What follows belongs to an exercise in optimizing a design on an open flow for small area, a short achievable clock period and few clock cycles; a production flow would make more cautious choices.
RTL that was checked went through simulation tests only; none was proved equivalent to the original.
The clock input has no modelled driver; a real chip could not lean on it and would need a root buffer or a full tree.
No activity file was given, so power comes from the tool's default toggle rates.

== build 23 ==
## lidar_framer
module lidar_framer (
    input  wire         clk,
    input  wire         rst,
    input  wire         cancel,
    input  wire         in_valid,
    input  wire [7:0]   in_data,
    output reg          in_ready,
    output reg          out_valid,
    input  wire         out_ready,
    output wire [339:0] out_rec,
    output reg          err_valid,
    output wire [1:0]   err_code,
    output reg          drop_pulse
);
clock: 10.0 ns
lec_check: 0
abc_clock_period_in_ps: 4000
cap_margin: 20
core_margin: 2
core_utilization: 58
place_density: 0.72
slew_margin: 20
standard.sh (not shown) runs the stock make flow with config.mk's settings and CLKGATE_MAP_FILE= SYNTH_SCRIPT=/design/flow/synth_recipe.tcl, a recipe that flattens the netlist after the stock synthesis.
==> flow/flow/run.sh <==
#!/bin/bash
# Standard ORFS layout with the smallest buffer on every port, clock tree
# clusters from CTS (clkbuf_16 only, larger clusters, no dummy loads), and the
# tree above the clusters rebuilt by flow/clock_tree.tcl: the clock port
# drives four group inverters, each driving the leaf inverters of a quadrant;
# paths left behind the output paths are then repaired (see clock_tree.tcl).
set -euo pipefail
export BUFFER_PORTS_ARGS="-buffer_cell sky130_fd_sc_hd__buf_1"
export CTS_ARGS="-sink_clustering_enable -repair_clock_nets -dont_use_dummy_load -sink_clustering_size 25 -sink_clustering_max_diameter 100 -buf_list sky130_fd_sc_hd__clkbuf_16"
export POST_CTS_TCL="$(pwd)/flow/clock_tree.tcl"
bash standard.sh > standard.log 2>&1
Other scripts of this flow, unchanged in this note and not shown: flow/flow/clock_tree.tcl
Build 23 was carried through to the last stage, and its layout satisfied the timing, design-rule and antenna checks.
Testbench counts of build 23, summed over its fixed seeds: cycles 15,519.
### build 23 -> build 36
-- flow/flow/run.sh --
<<< build 23, line 8
>>> build 36, line 8
# Synthesis: plain logic for abc instead of the half/full adder cells.
export ADDER_MAP_FILE=
-- flow/config.mk --
<<< build 23, line 8
export ABC_CLOCK_PERIOD_IN_PS = 4000
>>> build 36, line 8
<<< build 23, line 11
export CORE_UTILIZATION = 58
export PLACE_DENSITY = 0.72
>>> build 36, line 10
export CORE_UTILIZATION = 55
export PLACE_DENSITY = 0.7
Results
Build 23 -> build 36: count of sequential standard cells flat
Post-synthesis instance area: lower on build 36
Changes observed in build 36 relative to build 23: share of final-layout standard cells stronger than drive strength 1 fell 0.19 points; final worst slack neither gained nor lost much; wire length down 720 µm.
Edits applied to the flow inputs when going from build 36 to build 39:
-- flow/config.mk --
<<< build 36, line 8
>>> build 39, line 8
export ABC_CLOCK_PERIOD_IN_PS = 4000
==> comparison <==
Build 36 -> build 39: die area delta 0, exact match. Build 36 -> build 39: utilization delta 0, exact match. From build 36 to build 39, routed wire length did not move at all.
Edits applied to the flow inputs when going from build 39 to build 50:
-- flow/config.mk --
<<< build 39, line 11
export CORE_UTILIZATION = 55
export PLACE_DENSITY = 0.7
>>> build 50, line 11
export CORE_UTILIZATION = 50
export PLACE_DENSITY = 0.65
==> results.txt <==
- Going from build 39 to build 50, power density over the cells shrank slightly.
- Against build 39, largest net degree at the start of global routing in build 50 fell slightly.
- In the flow results for build 39 and build 50, the worst slack at placement is larger on build 50.
- Against build 39, build 50 reports a die area that is higher.
- Build 50 vs build 39: cell area up slightly
- In the final design statistics, build 50 uses more standard cells in total than build 39.
- Via count is higher on build 50
- Wire length delta (build 50 − build 39): favourable
- Against build 39, worst setup slack after layout in build 50 came out better.
- Build 50 -> build 39: final worst-path cycle share flat
No run of this note takes its clock network from TritonCTS; it comes from the design's own scripts or RTL.

---

## run 1
lidar_framer, a different RTL version from the one above (not shown whole).
For scale: roughly 590 cells after synthesis, ~380 flip-flops, about 360 I/O pins, about 12000 sq um of cells after synthesis.
export LEC_CHECK = 0
export ABC_CLOCK_PERIOD_IN_PS = 4000
export CAP_MARGIN = 20
export CORE_MARGIN = 2
export CORE_UTILIZATION = 48
export PLACE_DENSITY = 0.65
export SLEW_MARGIN = 20
create_clock -name core_clock -period 10.0 [get_ports {clk}]
==> flow/flow/run.sh <==
#!/bin/bash
# Standard ORFS layout with the smallest buffer on every port, a clock tree
# built from clkbuf_16 only in larger sink clusters without dummy loads, and
# the clock port driving the tree's first level directly (flow/unroot.tcl).
set -euo pipefail
export BUFFER_PORTS_ARGS="-buffer_cell sky130_fd_sc_hd__buf_1"
export CTS_ARGS="-sink_clustering_enable -repair_clock_nets -dont_use_dummy_load -sink_clustering_size 25 -sink_clustering_max_diameter 100 -buf_list sky130_fd_sc_hd__clkbuf_16"
export POST_CTS_TCL="$(pwd)/flow/unroot.tcl"
bash standard.sh > standard.log 2>&1
==> flow/flow/unroot.tcl <==
set block [ord::get_db_block]
set port_net [[$block findBTerm clk] getNet]
set roots {}
foreach it [$port_net getITerms] { lappend roots [$it getInst] }
if {[llength $roots] == 1} {
  set root [lindex $roots 0]
  set out_net [[$root findITerm X] getNet]
  set loads {}
  foreach it [$out_net getITerms] {
    if {[$it getInst] != $root} { lappend loads $it }
  }
  if {[llength $loads] <= 4} {
    foreach it $loads {
      $it disconnect
      $it connect $port_net
    }
    puts "unroot: removed [$root getName], clk now drives [llength $loads] buffers"
    odb::dbInst_destroy $root
    odb::dbNet_destroy $out_net
  } else {
    puts "unroot: root drives [llength $loads] pins, kept"
  }
}
estimate_parasitics -placement
Testbench counts of run 1, summed over its fixed seeds: cycles 15,519.
Inputs modified between run 1 and run 2:
# run 1
export LEC_CHECK = 0
export ABC_CLOCK_PERIOD_IN_PS = 4000
export CAP_MARGIN = 20
export CORE_MARGIN = 2
export CORE_UTILIZATION = 48
export PLACE_DENSITY = 0.65
export SLEW_MARGIN = 20
create_clock -name core_clock -period 10.0 [get_ports {clk}]
# run 2
export LEC_CHECK = 0
export CAP_MARGIN = 20
export CORE_MARGIN = 2
export CORE_UTILIZATION = 65
export PLACE_DENSITY = 0.75
export SLEW_MARGIN = 20
create_clock -name core_clock -period 10.0 [get_ports {clk}]
==> flow/flow/run.sh <==
#!/bin/bash
# Standard ORFS layout with the smallest buffer on every port, and a clock
# tree built from clkbuf_16 only, in larger sink clusters and without dummy
# loads.
set -euo pipefail
export BUFFER_PORTS_ARGS="-buffer_cell sky130_fd_sc_hd__buf_1"
export CTS_ARGS="-sink_clustering_enable -repair_clock_nets -dont_use_dummy_load -sink_clustering_size 25 -sink_clustering_max_diameter 100 -buf_list sky130_fd_sc_hd__clkbuf_16"
bash standard.sh > standard.log 2>&1
removed: flow/flow/unroot.tcl
Notes after the runs:
The fmax in run 2 sits about 4.4% below the value recorded for run 1.
In the metrics for run 2 and run 1, the one carrying the lower routed wire length is run 2.
Re clock buffer and inverter area fraction after layout: run 2 and run 1 aren't equal, and the lower value belongs to run 1.
The final reports for run 2 and run 1 show count of clock-buffer cells in the layout higher in the former.
Compared with run 1, run 2 instantiates a smaller number of standard cells.
Portion of total power attributed to combinational logic delta (run 2 -> run 1): insignificant
Reported for run 2 and run 1, parity-gate share of the synthesized area counting xor and xnor cells turned out identical to the last digit.
On final worst hold slack, run 1 tracks run 2 almost exactly.
Compared with run 1, in run 2 met2 routed wirelength decreased by 0.58% relative to the old numbers, final area decreased by 98 sq um relative to the old numbers, final period demand of the worst path increased by 0.15 ns relative to the old numbers.
For run 3, these inputs were changed with respect to run 2:
# run 2
export LEC_CHECK = 0
export CAP_MARGIN = 20
export CORE_MARGIN = 2
export CORE_UTILIZATION = 65
export PLACE_DENSITY = 0.75
export SLEW_MARGIN = 20
create_clock -name core_clock -period 10.0 [get_ports {clk}]
# run 3
export LEC_CHECK = 0
export ABC_CLOCK_PERIOD_IN_PS = 4000
export CAP_MARGIN = 20
export CORE_MARGIN = 2
export CORE_UTILIZATION = 55
export PLACE_DENSITY = 0.7
export SLEW_MARGIN = 20
create_clock -name core_clock -period 10.0 [get_ports {clk}]
[summary]
Relative to run 2, first-pass GRT wire length has decreased by about 4% in run 3. Comparing run 2 with run 3, the total power draw came out essentially unchanged. Compare run 2 and run 3 | register-to-register slack lower: run 2. Looking at kind of critical path, the flop to output pin result is from run 3; the flop to flop one comes from run 2.
Edits applied to the flow inputs when going from run 3 to run 4:
# run 3
export LEC_CHECK = 0
export ABC_CLOCK_PERIOD_IN_PS = 4000
export CAP_MARGIN = 20
export CORE_MARGIN = 2
export CORE_UTILIZATION = 55
export PLACE_DENSITY = 0.7
export SLEW_MARGIN = 20
create_clock -name core_clock -period 10.0 [get_ports {clk}]
# run 4
export LEC_CHECK = 0
export ABC_CLOCK_PERIOD_IN_PS = 4000
export CAP_MARGIN = 20
export CORE_MARGIN = 2
export CORE_UTILIZATION = 75
export PLACE_DENSITY = 0.85
export SLEW_MARGIN = 20
create_clock -name core_clock -period 10.0 [get_ports {clk}]
Notes after the runs:
Looking at filler cell count in the final layout across run 3 and run 4, the one that comes out lower is run 4.
In the metrics for run 3 and run 4, the one carrying the higher share of the core filled with cells in the final layout is run 4.
In the final reports, the cell area of run 4 is smaller than that of run 3.
[compare] base=run 3 new=run 4: routed wire length went up by 26%; overall die height went down by about 14%; routed length on met1 went up by about 5%.
Edits applied to the flow inputs when going from run 4 to run 5:
# run 4
export LEC_CHECK = 0
export ABC_CLOCK_PERIOD_IN_PS = 4000
export CAP_MARGIN = 20
export CORE_MARGIN = 2
export CORE_UTILIZATION = 75
export PLACE_DENSITY = 0.85
export SLEW_MARGIN = 20
create_clock -name core_clock -period 10.0 [get_ports {clk}]
# run 5
export LEC_CHECK = 0
export ABC_CLOCK_PERIOD_IN_PS = 4000
export CAP_MARGIN = 20
export CORE_MARGIN = 2
export CORE_UTILIZATION = 55
export PLACE_DENSITY = 0.7
export SLEW_MARGIN = 20
create_clock -name core_clock -period 10.0 [get_ports {clk}]
==> flow/flow/run.sh <==
#!/bin/bash
# Standard ORFS layout with the smallest buffer on every port, a clock tree
# built from clkbuf_16 only in larger sink clusters without dummy loads, and
# the clock port driving the tree's first level directly (flow/unroot.tcl).
set -euo pipefail
export BUFFER_PORTS_ARGS="-buffer_cell sky130_fd_sc_hd__buf_1"
export CTS_ARGS="-sink_clustering_enable -repair_clock_nets -dont_use_dummy_load -sink_clustering_size 25 -sink_clustering_max_diameter 100 -buf_list sky130_fd_sc_hd__clkbuf_16"
export POST_CTS_TCL="$(pwd)/flow/unroot.tcl"
bash standard.sh > standard.log 2>&1
==> flow/flow/unroot.tcl (new file) <==
set block [ord::get_db_block]
set port_net [[$block findBTerm clk] getNet]
set roots {}
foreach it [$port_net getITerms] { lappend roots [$it getInst] }
if {[llength $roots] == 1} {
  set root [lindex $roots 0]
  set out_net [[$root findITerm X] getNet]
  set loads {}
  foreach it [$out_net getITerms] {
    if {[$it getInst] != $root} { lappend loads $it }
  }
  if {[llength $loads] <= 4} {
    foreach it $loads {
      $it disconnect
      $it connect $port_net
    }
    puts "unroot: removed [$root getName], clk now drives [llength $loads] buffers"
    odb::dbInst_destroy $root
    odb::dbNet_destroy $out_net
  } else {
    puts "unroot: root drives [llength $loads] pins, kept"
  }
}
estimate_parasitics -placement
## What came out
Run 5 improves on run 4 in worst setup slack.
Run 4 has higher clock-cell share of area than run 5.
Between run 4 and run 5, final area is higher for run 5, run 4 comes in under that.
Delta (run 5 minus run 4): number of filler instances in the final layout rose about 160%; highest clock frequency the design can meet saw an increase; routed wire length lost 21%; wire length of the first global-routing pass fell about 20%; routed length on met1 has decreased.
Run 5 reports its endpoint of the worst setup timing path as out_rec[161] while run 4 reports out_rec[254].
Comparing run 4 and run 5, the lower ratio of final minimum period to clock period is on run 5.

---

The RTL this note starts from:
==> flow/design.v <==
module lidar_framer (
    input  wire         clk,
    input  wire         rst,
    input  wire         cancel,
    input  wire         in_valid,
    input  wire [7:0]   in_data,
    output reg          in_ready,
    output reg          out_valid,
    input  wire         out_ready,
    output wire [339:0] out_rec,
    output reg          err_valid,
    output wire [1:0]   err_code,
    output reg          drop_pulse
);
    reg  [7:0]   d_q;
    reg          v_q;
    reg          in_frame;      
    reg  [5:0]   idx;           
    reg          have_prev;     
    reg          prev_54;       
    reg  [5:0]   nk;            
    reg  [7:0]   sum_lo;
    reg  [5:0]   sum_hi;
    reg          sum_c;
    reg          lo_ok;
    reg  [335:0] sr;
    reg          sh_q;          
    wire active   = !rst && !cancel;
    wire blocked  = in_frame && out_valid;           
    wire consume  = v_q && !blocked;
    wire take     = active && in_valid && in_ready;
    wire is_data  = (idx != 6'd42) && (idx <= 6'd44);
    wire is_sum   = (idx <= 6'd44);
    wire is_c0    = (idx == 6'd45);
    wire is_c1    = (idx == 6'd46);
    wire f_consume = consume && in_frame;
    wire s_consume = consume && !in_frame;
    wire hdr       = s_consume && have_prev && prev_54 && (d_q == 8'h2C);
    wire new_drop  = s_consume && have_prev && !hdr;
    wire nk_is1    = (nk == 6'd1);
    wire fire_drop = in_frame ? (f_consume && !is_c1 && idx >= nk)
                              : (s_consume && nk_is1);
    wire done      = f_consume && is_c1;
    wire cks_ok    = lo_ok && (d_q[7:6] == 2'b00) && (sum_hi == d_q[5:0]);
    wire [8:0] lo_add = {1'b0, sum_lo} + {1'b0, d_q};
    wire v_n        = take || (active && v_q && blocked);
    wire in_frame_n = active && (hdr || (in_frame && !done));
    wire ov_n       = !rst && ((done && cks_ok && !cancel) || (out_valid && !out_ready));
    wire data_n     = hdr || (f_consume ? (idx != 6'd41 && idx <= 6'd43) : is_data);
    always @(posedge clk) begin
        if (!(v_q && blocked))
            d_q <= in_data;
        v_q      <= v_n;
        in_ready <= !(v_n && in_frame_n && ov_n);
        sh_q     <= v_n && in_frame_n && !ov_n && data_n;
    end
    always @(posedge clk) begin
        if (!active) begin
            in_frame  <= 1'b0;
            have_prev <= 1'b0;
            nk        <= 6'd46;
        end else begin
            if (hdr)
                in_frame <= 1'b1;
            else if (done)
                in_frame <= 1'b0;
            if (s_consume)
                have_prev <= !hdr;
            else if (done)
                have_prev <= 1'b0;
            if (done)
                nk <= 6'd46;
            else if (hdr)
                nk <= nk_is1 ? 6'd2 : nk;
            else if (new_drop && !nk_is1)
                nk <= nk - 6'd1;
        end
        if (s_consume)
            prev_54 <= (d_q == 8'h54);
        if (hdr)
            idx <= 6'd2;
        else if (f_consume)
            idx <= idx + 6'd1;
    end
    always @(posedge clk) begin
        if (hdr) begin
            sum_lo <= 8'h80;             
            sum_hi <= 6'd0;
            sum_c  <= 1'b0;
        end else begin
            sum_hi <= sum_hi + {5'd0, sum_c};
            sum_c  <= 1'b0;
            if (f_consume && is_sum) begin
                sum_lo <= lo_add[7:0];
                sum_c  <= lo_add[8];
            end
        end
        if (f_consume && is_c0)
            lo_ok <= (sum_lo == d_q);
    end
    always @(posedge clk) begin
        if (sh_q)
            sr <= {sr[327:0], d_q};
    end
    always @(posedge clk) begin
        if (rst) begin
            out_valid  <= 1'b0;
            err_valid  <= 1'b0;
            drop_pulse <= 1'b0;
        end else begin
            out_valid  <= ov_n;
            err_valid  <= !cancel && done && !cks_ok;
            drop_pulse <= !cancel && fire_drop;
        end
    end
    assign err_code = {err_valid, err_valid};
    assign out_rec[15:0]  = {sr[8*(43-3) +: 8], sr[8*(43-2) +: 8]};
    assign out_rec[31:16] = {sr[8*(43-5) +: 8], sr[8*(43-4) +: 8]};
    assign out_rec[47:32] = {sr[7:0], sr[15:8]};
    assign out_rec[51:48] = 4'd12;
    genvar p;
    generate
        for (p = 0; p < 12; p = p + 1) begin : g_pt
            assign out_rec[52+24*p +: 16] = {sr[8*(43-(7+3*p)) +: 8], sr[8*(43-(6+3*p)) +: 8]};
            assign out_rec[68+24*p +: 8]  = sr[8*(43-(8+3*p)) +: 8];
        end
    endgenerate
endmodule
==> flow/config.mk <==
export PLATFORM = sky130hd
export DESIGN_NAME = lidar_framer
export DESIGN_NICKNAME = lidar_framer
export VERILOG_FILES = /design/flow/design.v
export SDC_FILE = /design/flow/constraint.sdc
export NUM_CORES = 4
export LEC_CHECK = 0
export ABC_AREA = 1
export CAP_MARGIN = 20
export CORE_MARGIN = 2
export CORE_UTILIZATION = 65
export PLACE_DENSITY = 0.75
export SLEW_MARGIN = 20
==> flow/constraint.sdc <==
create_clock -name core_clock -period 10.0 [get_ports {clk}]
set_input_delay 2.0000 -clock core_clock [delete_from_list [all_inputs] [get_ports {clk}]]
set_output_delay 2.0000 -clock core_clock [all_outputs]
set_load 0.01 [all_outputs]
==> flow/flow/run.sh <==
#!/bin/bash
# Standard ORFS layout with the smallest buffer on every port, and a clock
# tree built from clkbuf_16 only, in larger sink clusters and without dummy
# loads.
set -euo pipefail
export BUFFER_PORTS_ARGS="-buffer_cell sky130_fd_sc_hd__buf_1"
export CTS_ARGS="-sink_clustering_enable -repair_clock_nets -dont_use_dummy_load -sink_clustering_size 25 -sink_clustering_max_diameter 100 -buf_list sky130_fd_sc_hd__clkbuf_16"
bash standard.sh > standard.log 2>&1
The baseline ran to the end with no violations.
Change:
==> flow/flow/run.sh (replaced) <==
#!/bin/bash
# Standard ORFS layout with the smallest buffer on every port.
set -euo pipefail
export BUFFER_PORTS_ARGS="-buffer_cell sky130_fd_sc_hd__buf_1"
bash standard.sh > standard.log 2>&1
- ABC_AREA: 1 -> unset
- ABC_CLOCK_PERIOD_IN_PS: unset -> 2500
- CORE_UTILIZATION: 65 -> 55
- PLACE_DENSITY: 0.75 -> 0.7
The changed run produced a clean layout.
Setup slack gains 0.024 ns.
Global-route usage is lower by 3.5 points.
Critical path depth stays the same.
Worst hold slack is better by 0.042 ns.
Sequential power is about the same.
Total power came out higher by about a fifth.
Design area increases by a few percent.
Routed wire length goes down by a few percent.
Count of clock-buffer cells in the layout goes up by 36.
Die area goes up by about a fifth.
Cell count goes down slightly.
Change:
==> flow/flow/run.sh (replaced) <==
#!/bin/bash
# Standard ORFS layout with the smallest buffer on every port, and a clock
# tree built from clkbuf_16 only, in larger sink clusters and without dummy
# loads.
set -euo pipefail
export BUFFER_PORTS_ARGS="-buffer_cell sky130_fd_sc_hd__buf_1"
export CTS_ARGS="-sink_clustering_enable -repair_clock_nets -dont_use_dummy_load -sink_clustering_size 25 -sink_clustering_max_diameter 100 -buf_list sky130_fd_sc_hd__clkbuf_16"
bash standard.sh > standard.log 2>&1
- ABC_CLOCK_PERIOD_IN_PS: 2500 -> 4000
Result: Wire length goes down by about 2.5%. Clock-buffer cell count goes down by 36. First-iteration DRC count goes down by about 1%.
Change:
==> flow/flow/run.sh (replaced) <==
#!/bin/bash
# Standard ORFS layout with the smallest buffer on every port.
set -euo pipefail
export BUFFER_PORTS_ARGS="-buffer_cell sky130_fd_sc_hd__buf_1"
bash standard.sh > standard.log 2>&1
- ABC_CLOCK_PERIOD_IN_PS: 4000 -> 2500
- CTS_BUF_LIST: unset -> sky130_fd_sc_hd__clkbuf_16
- CTS_CLUSTER_DIAMETER: unset -> 50
- CTS_CLUSTER_SIZE: unset -> 20
Effect:
- The new run completed without violations
- sequential power hardly moves
- total power rose by 21%
- routed wire length rose by 2.8%
- core utilization rose by 2.8 points
- design area rose by 4.3%
- sequential share of layout area fell by 3.1 points
No functional check of the RTL was part of any run of this note.

## port drivers added, routing unchanged
In the flow no input, the clock included, has a driving cell. The finished layouts below were timed again as built, in two steps. Step 1 sets driving cells, clkbuf_16 on the clock port and buf_2 on the other inputs (assumed; they add their load-dependent delay and slew). Step 2 times the ports against the registers' clock, not the clock port: input delays grow and output delays shrink by t, the midpoint of the rising clock arrivals with the driver on. Slacks: no drivers / after step 1 / after step 2; pairs: no drivers / after step 1.
run	shift t [ns]	slack for setup (ns)	pins driven straight from the clock port
build 23	0.305	7.207 / 7.031 / 7.293	4
build 36	0.305	7.208 / 7.033 / 7.141	4
build 39	0.305	7.208 / 7.033 / 7.141	4
build 50	0.308	7.221 / 7.043 / 7.300	4
run 1	0.421	6.842 / 6.842 / 6.842	2
run 2	0.538	6.697 / 6.697 / 6.697	1
run 3	0.520	6.876 / 6.839 / 6.954	1
run 4	0.528	6.824 / 6.780 / 6.933	1
run 5	0.407	6.998 / 6.946 / 6.955	2
the first run of note 3	0.534	6.862 / 6.817 / 7.090	1
the second run of note 3	0.548	6.886 / 6.843 / 6.974	1
the third run of note 3	0.538	6.867 / 6.821 / 6.998	1
the fourth run of note 3	0.595	6.833 / 6.790 / 6.959	1
After both steps setup and hold are still met in every run listed.
